From an optimization exercise on the open Yosys and OpenROAD flow, aimed at small area, a short achievable clock period and few clock cycles; shortcuts taken in it are not production practice. Function was checked by simulation only, so behaviour that the tests miss may differ from the original. Power figures rest on the tool's default switching activity, not on a simulated workload.

==> build 12 <==
==> flow/design.v <==
module pi_dma (
    input  wire        clk,
    input  wire        rst,             
    input  wire        reg_valid,
    input  wire        reg_we,
    input  wire [3:0]  reg_idx,         
    input  wire [31:0] reg_wdata,
    output wire        reg_ready,
    output reg         reg_rvalid,
    output reg  [31:0] reg_rdata,
    output reg         irq_out,
    input  wire [31:0] image_size,
    output reg         sys_req,
    output reg         sys_we,
    output wire [19:0] sys_addr,
    output wire [63:0] sys_wdata,
    output wire [7:0]  sys_wstrb,
    input  wire        sys_gnt,
    input  wire        sys_rvalid,
    input  wire [63:0] sys_rdata,
    output reg         st_req,
    output reg         st_we,
    output wire [11:0] st_addr,
    output wire [63:0] st_wdata,
    output wire [7:0]  st_wstrb,
    input  wire        st_gnt,
    input  wire        st_rvalid,
    input  wire [63:0] st_rdata,
    output reg         im_req,
    output wire [24:0] im_addr,
    input  wire        im_gnt,
    input  wire        im_rvalid,
    input  wire [63:0] im_rdata
);
    reg [31:0] r_dram, r_cart, r_rdlen, r_wrlen;
    reg [31:0] r_rsv [0:7];             
    reg        busy;
    reg [1:0]  ph;                      
    assign reg_ready = !busy;
    wire take    = reg_valid && !busy;
    wire wr      = take && reg_we;
    wire trig    = wr && (reg_idx == 4'd2 || reg_idx == 4'd3);
    wire clr_all = wr && reg_idx == 4'd4 && reg_wdata[0];
    reg [28:0] isz_q;
    reg [24:0] room_q;
    wire [27:0] a28     = r_cart[27:0];
    wire        is_st   = a28[27];
    wire        is_rsv  = !a28[27] && a28[26] && a28[24];
    wire [29:0] im_diff = {1'b0, isz_q} - {2'b0, a28};
    wire        im_past = im_diff[29] || (im_diff[28:0] == 29'd0);
    wire [15:0] st_room = 16'h8000 - {1'b0, a28[14:0]};
    always @(posedge clk) begin
        isz_q  <= image_size[28:0];
        room_q <= is_st   ? {9'd0, st_room} :
                  is_rsv  ? 25'h1FFFFFF :
                  im_past ? 25'd0 :
                  (im_diff[28:25] != 4'd0) ? 25'h1FFFFFF : im_diff[24:0];
    end
    reg        dir;                     
    reg        copy;                    
    reg        s_sys, s_st, s_im;       
    reg [24:0] n_q;                     
    reg [2:0]  slo, dlo;                
    reg [2:0]  rot;                     
    reg [7:0]  psel;                    
    reg        late;                    
    reg [19:0] sysc;                    
    reg [24:0] cartc;                   
    reg [21:0] rrem;                    
    reg [1:0]  ri;                      
    reg        rq;                      
    reg        wp;                      
    reg [1:0]  ocnt;                    
    reg [1:0]  dcnt;                    
    reg        rd_all;                  
    reg        arr_first, emit_first, arr_done, emit_done;
    reg [63:0] cur;                     
    reg [63:0] wdata;
    reg [7:0]  wstrb;
    wire r_gnt = s_sys ? sys_gnt : s_st ? st_gnt : im_gnt;
    wire r_val = s_sys ? sys_rvalid : s_st ? st_rvalid : im_rvalid;
    wire [63:0] r_data = ({64{s_sys}} & sys_rdata) | ({64{s_st}} & st_rdata) |
                         ({64{s_im}} & im_rdata);
    wire w_gnt = dir ? sys_gnt : st_gnt;
    wire g      = rq && r_gnt;          
    wire w_done = wp && w_gnt;          
    wire w_free = !wp || w_gnt;
    wire [1:0]  ri_nx  = (ri == 2'd3) ? ri : ri + {1'b0, g};
    wire [21:0] len_a  = {1'b0, (dir ? r_wrlen[23:3] : r_rdlen[23:3])};
    wire [21:0] room_w = room_q[24:3];
    wire        len_ge = len_a >= room_w;                       
    wire [3:0]  k1     = 4'd8 - {1'b0, slo};                    
    wire        ph1_n1 = (room_q[24:4] != 21'd0 || room_q[3:0] > k1) &&
                         !(len_a == 22'd0 && slo == 3'd0);
    wire [4:0]  k2     = 5'd16 - {2'd0, slo};                   
    wire        ph2_n1 = (n_q[24:4] != 21'd0) || (n_q[3:0] > k1);
    wire        ph2_n2 = (n_q[24:5] != 20'd0) || (n_q[4:0] > k2);
    wire [21:0] ns_w   = ({19'd0, slo} + n_q + 25'd7) >> 3;     
    wire        need   = (ph == 2'd1) ? (ri_nx == 2'd0 || (ri_nx == 2'd1 && ph1_n1)) :
                         (ph == 2'd2) ? (ri_nx == 2'd0 || (ri_nx == 2'd1 && ph2_n1) ||
                                         (ri_nx == 2'd2 && ph2_n2)) :
                         (g ? (rrem != 22'd1) : (rrem != 22'd0));
    wire        arrive = busy && copy && r_val;
    wire        keep   = arrive && (dcnt == 2'd0);
    wire        absorb = keep && w_free;
    wire        drop   = keep && !w_free;
    wire        last_a = rd_all && (ocnt == 2'd1);
    wire [4:0]  nd_t   = {2'd0, dlo} + {2'd0, n_q[2:0]} + 5'd7;
    wire [4:0]  ns_t   = {2'd0, slo} + {2'd0, n_q[2:0]} + 5'd7;
    wire        flush_need = (nd_t[4:3] + {1'b0, late}) != ns_t[4:3];
    wire        em_arr = absorb && !(arr_first && late);
    wire        em_fl  = arr_done && !emit_done && flush_need && w_free;
    wire        emit   = em_arr || em_fl;
    wire        em_last = em_fl || (em_arr && last_a && !flush_need);
    wire [7:0]  fmask = 8'hFF << dlo;
    wire [2:0]  le    = dlo + n_q[2:0] - 3'd1;
    wire [7:0]  lmask = 8'hFF >> (3'd7 - le);
    wire [127:0] r_dd  = {r_data, r_data};
    wire [63:0]  r_rot = r_dd[8*rot +: 64];
    wire [63:0]  w_mix;
    genvar gb;
    generate
        for (gb = 0; gb < 8; gb = gb + 1) begin : g_lane
            assign w_mix[8*gb +: 8] = psel[gb] ? cur[8*gb +: 8] : r_rot[8*gb +: 8];
        end
    endgenerate
    wire fin = busy && (ph != 2'd1) &&
               (!copy || (emit_done && w_free && !emit)) &&
               (ocnt == 2'd0 || (ocnt == 2'd1 && r_val && !g));
    wire rq_nx = busy && !fin && copy && need && !drop &&
                 !(ocnt + {1'b0, g} - {1'b0, arrive} == 2'd2);
    wire wp_nx = emit || (wp && !w_gnt);
    assign sys_addr  = sysc;
    assign sys_wdata = wdata;
    assign sys_wstrb = wstrb;
    assign st_addr   = cartc[11:0];
    assign st_wdata  = wdata;
    assign st_wstrb  = wstrb;
    assign im_addr   = cartc;
    integer i;
    wire        zap = rst || clr_all;
    wire [31:0] wd  = zap ? 32'd0 : reg_wdata;
    wire        upd = busy && ph == 2'd2;
    always @(posedge clk) begin
        if (zap || (wr && reg_idx == 4'd0)) r_dram <= wd;
        else if (upd) r_dram <= r_dram + {7'd0, n_q};
        if (zap || (wr && reg_idx == 4'd1)) r_cart <= wd;
        else if (upd) r_cart <= r_cart + {7'd0, n_q};
        if (zap || (wr && reg_idx == 4'd2)) r_rdlen <= wd;
        if (zap || (wr && reg_idx == 4'd3)) r_wrlen <= wd;
        for (i = 0; i < 8; i = i + 1)
            if (zap || (wr && reg_idx == 4'd5 + i)) r_rsv[i] <= wd;
    end
    always @(posedge clk) begin
        case (reg_idx)
            4'd0:  reg_rdata <= r_dram;
            4'd1:  reg_rdata <= r_cart;
            4'd2:  reg_rdata <= r_rdlen;
            4'd3:  reg_rdata <= r_wrlen;
            4'd5:  reg_rdata <= r_rsv[0];
            4'd6:  reg_rdata <= r_rsv[1];
            4'd7:  reg_rdata <= r_rsv[2];
            4'd8:  reg_rdata <= r_rsv[3];
            4'd9:  reg_rdata <= r_rsv[4];
            4'd10: reg_rdata <= r_rsv[5];
            4'd11: reg_rdata <= r_rsv[6];
            4'd12: reg_rdata <= r_rsv[7];
            default: reg_rdata <= 32'd0;
        endcase
    end
    wire copy_c = is_st || (!is_rsv && !im_past && reg_idx[0]);
    always @(posedge clk) begin
        if (rst) begin
            busy <= 1'b0; ph <= 2'd0; irq_out <= 1'b0; reg_rvalid <= 1'b0;
            rq <= 1'b0; wp <= 1'b0; ocnt <= 2'd0; dcnt <= 2'd0; copy <= 1'b0;
            sys_req <= 1'b0; st_req <= 1'b0; im_req <= 1'b0;
        end else begin
            reg_rvalid <= take && !reg_we;
            if (wr && reg_idx == 4'd4 && reg_wdata[1]) irq_out <= 1'b0;
            if (trig) begin
                busy    <= 1'b1;
                ph      <= 2'd1;
                copy    <= copy_c;
                rq      <= copy_c;
                sys_req <= copy_c && !reg_idx[0];
                st_req  <= copy_c && reg_idx[0] && is_st;
                im_req  <= copy_c && reg_idx[0] && !is_st;
            end else if (busy) begin
                if (ph != 2'd3) ph <= ph + 2'd1;
                ocnt <= ocnt + {1'b0, g} - {1'b0, arrive};
                if (arrive && dcnt != 2'd0) dcnt <= dcnt - 2'd1;
                if (drop) dcnt <= ocnt - 2'd1 + {1'b0, g};
                rq      <= rq_nx;
                wp      <= wp_nx;
                sys_req <= dir ? wp_nx : rq_nx;
                st_req  <= dir ? (rq_nx && s_st) : wp_nx;
                im_req  <= rq_nx && s_im;
                if (fin) begin
                    busy    <= 1'b0;
                    ph      <= 2'd0;
                    irq_out <= 1'b1;
                end
            end
        end
    end
    always @(posedge clk) begin
        if (trig) begin
            dir    <= reg_idx[0];
            sys_we <= reg_idx[0];
            st_we  <= !reg_idx[0];
            s_sys  <= !reg_idx[0];
            s_st   <= reg_idx[0] && is_st;
            s_im   <= reg_idx[0] && !is_st;
            slo  <= reg_idx[0] ? r_cart[2:0] : r_dram[2:0];
            dlo  <= reg_idx[0] ? r_dram[2:0] : r_cart[2:0];
            rot  <= reg_idx[0] ? (r_cart[2:0] - r_dram[2:0]) : (r_dram[2:0] - r_cart[2:0]);
            psel <= reg_idx[0] ? (8'hFF >> (r_cart[2:0] - r_dram[2:0]))
                               : (8'hFF >> (r_dram[2:0] - r_cart[2:0]));
            if (r_cart[2:0] == r_dram[2:0]) psel <= 8'h00;
            late <= reg_idx[0] ? (r_cart[2:0] > r_dram[2:0]) : (r_dram[2:0] > r_cart[2:0]);
            sysc  <= r_dram[22:3];
            cartc <= is_st ? {13'd0, r_cart[14:3]} : r_cart[27:3];
            ri <= 2'd0;
            rd_all <= 1'b0;
            arr_first <= 1'b1; emit_first <= 1'b1; arr_done <= 1'b0; emit_done <= 1'b0;
        end else begin
            if (ph == 2'd1) n_q <= len_ge ? room_q : {len_a + 22'd1, 3'd0};
            ri <= ri_nx;
            if (ph == 2'd2) rrem <= ns_w - {20'd0, ri_nx};
            else if (drop) rrem <= rrem + {20'd0, ocnt};
            else rrem <= rrem - {21'd0, g};
            rd_all <= !drop && !need;
            if (!dir) begin
                if (drop) sysc <= sysc - {18'd0, ocnt};
                else if (g) sysc <= sysc + 20'd1;
                if (emit && !emit_first) cartc <= cartc + 25'd1;
            end else begin
                if (drop) cartc <= cartc - {23'd0, ocnt};
                else if (g) cartc <= cartc + 25'd1;
                if (emit && !emit_first) sysc <= sysc + 20'd1;
            end
            if (absorb) begin
                cur <= r_rot;
                arr_first <= 1'b0;
                if (last_a) arr_done <= 1'b1;
            end
            if (emit) begin
                wdata <= w_mix;
                wstrb <= (emit_first ? fmask : 8'hFF) & (em_last ? lmask : 8'hFF);
                emit_first <= 1'b0;
                if (em_last) emit_done <= 1'b1;
            end
        end
    end
endmodule
==> flow/run.sh <==
#!/bin/bash
# synth_recipe.tcl (not shown) runs the flow's synth.tcl, then flattens the netlist and writes it again
# the make line also repeats each setting of config.mk as NAME=value (left out here)
make -C /OpenROAD-flow-scripts/flow DESIGN_CONFIG=/design/flow/config.mk WORK_HOME=/design/flow/orfs CLKGATE_MAP_FILE= SYNTH_SCRIPT=/design/flow/synth_recipe.tcl finish
==> flow/config.mk <==
export PLATFORM = sky130hd
export DESIGN_NAME = pi_dma
export DESIGN_NICKNAME = pi_dma
export VERILOG_FILES = /design/flow/design.v
export SDC_FILE = /design/flow/constraint.sdc
export NUM_CORES = 4
export LEC_CHECK = 0
export CAP_MARGIN = 20
export CORE_MARGIN = 2
export CORE_UTILIZATION = 40
export SETUP_SLACK_MARGIN = 4.5
export SLEW_MARGIN = 20
==> flow/constraint.sdc <==
create_clock -name core_clock -period 8.0 [get_ports {clk}]
set_input_delay 1.6000 -clock core_clock [delete_from_list [all_inputs] [get_ports {clk}]]
set_output_delay 1.6000 -clock core_clock [all_outputs]
set_load 0.01 [all_outputs]
==> build 27: changes against build 12 <==
--- a/flow/design.v
+++ b/flow/design.v
@@ -49,3 +49,2 @@
     wire [29:0] im_diff = {1'b0, isz_q} - {2'b0, a28};
-    wire        im_past = im_diff[29] || (im_diff[28:0] == 29'd0);
     wire [15:0] st_room = 16'h8000 - {1'b0, a28[14:0]};
@@ -55,3 +54,3 @@
                   is_rsv  ? 25'h1FFFFFF :
-                  im_past ? 25'd0 :
+                  im_diff[29] ? 25'd0 :
                   (im_diff[28:25] != 4'd0) ? 25'h1FFFFFF : im_diff[24:0];
@@ -62,2 +61,3 @@
     reg [24:0] n_q;                     
+    reg [20:0] lenw;                    
     reg [2:0]  slo, dlo;                
@@ -66,5 +66,6 @@
     reg        late;                    
-    reg [19:0] sysc;                    
+    reg [20:0] sysc;                    
     reg [24:0] cartc;                   
     reg [21:0] rrem;                    
+    reg        gp;                      
     reg [1:0]  ri;                      
@@ -88,3 +89,3 @@
     wire [1:0]  ri_nx  = (ri == 2'd3) ? ri : ri + {1'b0, g};
-    wire [21:0] len_a  = {1'b0, (dir ? r_wrlen[23:3] : r_rdlen[23:3])};
+    wire [21:0] len_a  = {1'b0, lenw};
     wire [21:0] room_w = room_q[24:3];
@@ -97,8 +98,22 @@
     wire        ph2_n2 = (n_q[24:5] != 20'd0) || (n_q[4:0] > k2);
-    wire [21:0] ns_w   = ({19'd0, slo} + n_q + 25'd7) >> 3;     
-    wire        need   = (ph == 2'd1) ? (ri_nx == 2'd0 || (ri_nx == 2'd1 && ph1_n1)) :
-                         (ph == 2'd2) ? (ri_nx == 2'd0 || (ri_nx == 2'd1 && ph2_n1) ||
-                                         (ri_nx == 2'd2 && ph2_n2)) :
-                         (g ? (rrem != 22'd1) : (rrem != 22'd0));
-    wire        arrive = busy && copy && r_val;
+    wire [20:0] sysc_i  = sysc + 21'd1;
+    wire [24:0] cartc_i = cartc + 25'd1;
+    wire [5:0]  ns_k    = {3'd0, slo} + 6'd7 - {1'b0, ri, 3'd0};
+    wire [24:0] ns_s    = n_q + {{19{ns_k[5]}}, ns_k};
+    wire [21:0] rrem1   = rrem - 22'd1;
+    wire [21:0] rrem2   = rrem - 22'd2;
+    wire [21:0] reff    = gp ? rrem1 : rrem;
+    wire [21:0] reff1   = gp ? rrem2 : rrem1;
+    wire        nd0    = (ph == 2'd1) ? (ri == 2'd0 || (ri == 2'd1 && ph1_n1)) :
+                         (ph == 2'd2) ? (ri == 2'd0 || (ri == 2'd1 && ph2_n1) ||
+                                         (ri == 2'd2 && ph2_n2)) :
+                         (gp ? (rrem != 22'd1) : (rrem != 22'd0));
+    wire        nd1    = (ph == 2'd1) ? (ri == 2'd0 && ph1_n1) :
+                         (ph == 2'd2) ? ((ri == 2'd0 && ph2_n1) || (ri == 2'd1 && ph2_n2)) :
+                         (gp ? (rrem != 22'd2) : (rrem != 22'd1));
+    wire        need   = g ? nd1 : nd0;
+    wire        im_none = (ph == 2'd1) && s_im && (room_q == 25'd0);
+    wire        copy_e  = copy && !im_none;
+    wire        rv      = busy && r_val;
+    wire        arrive  = rv && copy;
     wire        keep   = arrive && (dcnt == 2'd0);
@@ -109,5 +124,7 @@
     wire [4:0]  ns_t   = {2'd0, slo} + {2'd0, n_q[2:0]} + 5'd7;
-    wire        flush_need = (nd_t[4:3] + {1'b0, late}) != ns_t[4:3];
+    wire        flush_c = (nd_t[4:3] + {1'b0, late}) != ns_t[4:3];
+    reg         flush_q;
+    wire        flush_need = (ph == 2'd2) ? flush_c : flush_q;
     wire        em_arr = absorb && !(arr_first && late);
-    wire        em_fl  = arr_done && !emit_done && flush_need && w_free;
+    wire        em_fl  = arr_done && !emit_done && flush_q && w_free;
     wire        emit   = em_arr || em_fl;
@@ -129,6 +146,6 @@
                (ocnt == 2'd0 || (ocnt == 2'd1 && r_val && !g));
-    wire rq_nx = busy && !fin && copy && need && !drop &&
-                 !(ocnt + {1'b0, g} - {1'b0, arrive} == 2'd2);
+    wire oc_full = (ocnt == 2'd2) ? (g == rv) : ((ocnt == 2'd1) && g && !rv);
+    wire rq_nx = busy && !fin && copy_e && need && !drop && !oc_full;
     wire wp_nx = emit || (wp && !w_gnt);
-    assign sys_addr  = sysc;
+    assign sys_addr  = sysc[19:0];
     assign sys_wdata = wdata;
@@ -170,3 +187,3 @@
     end
-    wire copy_c = is_st || (!is_rsv && !im_past && reg_idx[0]);
+    wire copy_c = is_st || (!is_rsv && reg_idx[0]);
     always @(posedge clk) begin
@@ -189,3 +206,4 @@
                 if (ph != 2'd3) ph <= ph + 2'd1;
-                ocnt <= ocnt + {1'b0, g} - {1'b0, arrive};
+                ocnt <= ocnt + {1'b0, g} - {1'b0, rv};
+                if (im_none) copy <= 1'b0;
                 if (arrive && dcnt != 2'd0) dcnt <= dcnt - 2'd1;
@@ -208,4 +226,5 @@
             dir    <= reg_idx[0];
-            sys_we <= reg_idx[0];
-            st_we  <= !reg_idx[0];
+            lenw   <= reg_wdata[23:3];
+            sys_we <= reg_idx == 4'd3;
+            st_we  <= reg_idx == 4'd2;
             s_sys  <= !reg_idx[0];
@@ -220,3 +239,3 @@
             late <= reg_idx[0] ? (r_cart[2:0] > r_dram[2:0]) : (r_dram[2:0] > r_cart[2:0]);
-            sysc  <= r_dram[22:3];
+            sysc  <= {1'b0, r_dram[22:3]};
             cartc <= is_st ? {13'd0, r_cart[14:3]} : r_cart[27:3];
@@ -228,14 +247,21 @@
             ri <= ri_nx;
-            if (ph == 2'd2) rrem <= ns_w - {20'd0, ri_nx};
-            else if (drop) rrem <= rrem + {20'd0, ocnt};
-            else rrem <= rrem - {21'd0, g};
+            if (ph == 2'd2) begin
+                rrem    <= ns_s[24:3];
+                gp      <= g;
+                flush_q <= flush_c;
+            end else begin
+                gp <= 1'b0;
+                if (drop) rrem <= reff + {20'd0, ocnt};
+                else if (g) rrem <= reff1;
+                else rrem <= reff;
+            end
             rd_all <= !drop && !need;
             if (!dir) begin
-                if (drop) sysc <= sysc - {18'd0, ocnt};
-                else if (g) sysc <= sysc + 20'd1;
-                if (emit && !emit_first) cartc <= cartc + 25'd1;
+                if (drop) sysc <= sysc - {19'd0, ocnt};
+                else if (g) sysc <= sysc_i;
+                if (emit && !emit_first) cartc <= cartc_i;
             end else begin
                 if (drop) cartc <= cartc - {23'd0, ocnt};
-                else if (g) cartc <= cartc + 25'd1;
-                if (emit && !emit_first) sysc <= sysc + 20'd1;
+                else if (g) cartc <= cartc_i;
+                if (emit && !emit_first) sysc <= sysc_i;
             end
==> flow/flow/run.sh (new file) <==
#!/bin/bash
# Standard layout (the standard.sh, unchanged synthesis), with one change:
# the port buffers that global placement inserts on every input and output
# are sky130_fd_sc_hd__buf_2 instead of the tool's default pick.
set -euo pipefail
export BUFFER_PORTS_ARGS="-buffer_cell sky130_fd_sc_hd__buf_2"
bash standard.sh > standard_make.log 2>&1
==> flow/standard.sh (new file) <==
#!/bin/bash
# synth_recipe.tcl (not shown) runs the flow's synth.tcl, then flattens the netlist and writes it again
# the make line also repeats each setting of config.mk as NAME=value (left out here)
make -C /OpenROAD-flow-scripts/flow DESIGN_CONFIG=/design/flow/config.mk WORK_HOME=/design/flow/orfs CLKGATE_MAP_FILE= SYNTH_SCRIPT=/design/flow/synth_recipe.tcl "${@:-finish}"
--- a/flow/config.mk
+++ b/flow/config.mk
@@ -10,3 +10,4 @@
 export CORE_UTILIZATION = 40
-export SETUP_SLACK_MARGIN = 4.5
+export SETUP_SLACK_MARGIN = 5
 export SLEW_MARGIN = 20
+export TNS_END_PERCENT = 10
removed: flow/run.sh
==> trial 51: changes against build 12 <==
--- a/flow/config.mk
+++ b/flow/config.mk
@@ -10,3 +10,2 @@
 export CORE_UTILIZATION = 40
-export SETUP_SLACK_MARGIN = 4.5
 export SLEW_MARGIN = 20
==> qor summary <==
Run status: build 12 timing/DRC/antenna clean; build 27 timing/DRC/antenna clean; trial 51 timing/DRC/antenna clean
Portion of the clock cycle consumed by the worst path in the final layout: build 12 0.5616; build 27 0.4455; trial 51 0.8014
Worst flop-to-flop path endpoint: build 12 rrem[18]$_DFFE_PN_; build 27 rrem[20]$_DFFE_PN_; trial 51 rrem[20]$_DFFE_PN_
Sequential cell area share: build 12 0.3898; build 27 0.4225; trial 51 0.4173
Global-route track usage on met2: build 12 0.4820; build 27 0.4318; trial 51 0.4706
Number of DRC markers after the initial detailed-route iteration: build 12 3598; build 27 4340; trial 51 3804
First-pass DRT Iterations: build 12 6; build 27 14; trial 51 9
Sequential Power Share: build 12 0.425; build 27 0.440; trial 51 0.437
Count of flip-flops with a built-in enable after synthesis: build 12 634; build 27 659; trial 51 634
Register area: build 12 21200 um2; build 27 21960 um2; trial 51 21200 um2
Xor-xnor portion of the synthesized cell area: build 12 0.03780; build 27 0.04264; trial 51 0.03780
Area share of the largest cell type after synthesis: build 12 0.4561; build 27 0.4723; trial 51 0.4561
Routed length on met1: build 12 63940 um; build 27 64080 um; trial 51 61560 um
Total non-filler cell area in the finished layout: build 12 54380 um2; build 27 51960 um2; trial 51 50800 um2
Worst-case clock skew: build 12 48.78 ps; build 27 27.66 ps; trial 51 56.88 ps
Peak per-stage delay on the critical path: build 12 350 ps; build 27 520 ps; trial 51 610 ps
Testbench counts of build 12, summed over its fixed seeds: cycles 10,758.
Testbench counts of build 27, summed over its fixed seeds: cycles 10,758.
Testbench counts of trial 51, summed over its fixed seeds: cycles 10,758.

[afterwards: timing with drivers on the ports]
In the flow no input, the clock included, has a driving cell. The finished layouts below were timed again as built, in two steps.
Step 1 sets driving cells, clkbuf_16 on the clock port and buf_2 on the other inputs (assumed; they add their load-dependent delay and slew).
Step 2 moves the port delays by t, midway between the first and last clock arrival at a register: inputs arrive t later, outputs are due t later. That takes back most of the time a late clock gives input paths.
Slacks: ideal / step 1 / step 2; pairs: ideal / step 1.
| run | shift t [ns] | setup WS [ns] | worst hold slack (ns) | worst setup path after step 2 | worst data-port slew with drivers (ns) |
|---|---|---|---|---|---|
| build 12 | 0.730 | 3.507 / 3.542 / 2.811 | 0.489 / 0.489 / 0.489 | input to register | 0.15 |
| build 27 | 0.744 | 4.436 / 4.436 / 3.773 | 0.456 / 0.456 / 0.456 | input to register | 0.11 |
| trial 51 | 0.734 | 1.589 / 1.629 / 0.895 | 0.478 / 0.478 / 0.478 | input to register | 0.11 |
After both steps setup and hold are still met in every run listed. The setup slack of build 12, which loses most, moves by +0.035 ns with the drivers and by -0.696 ns with both steps.
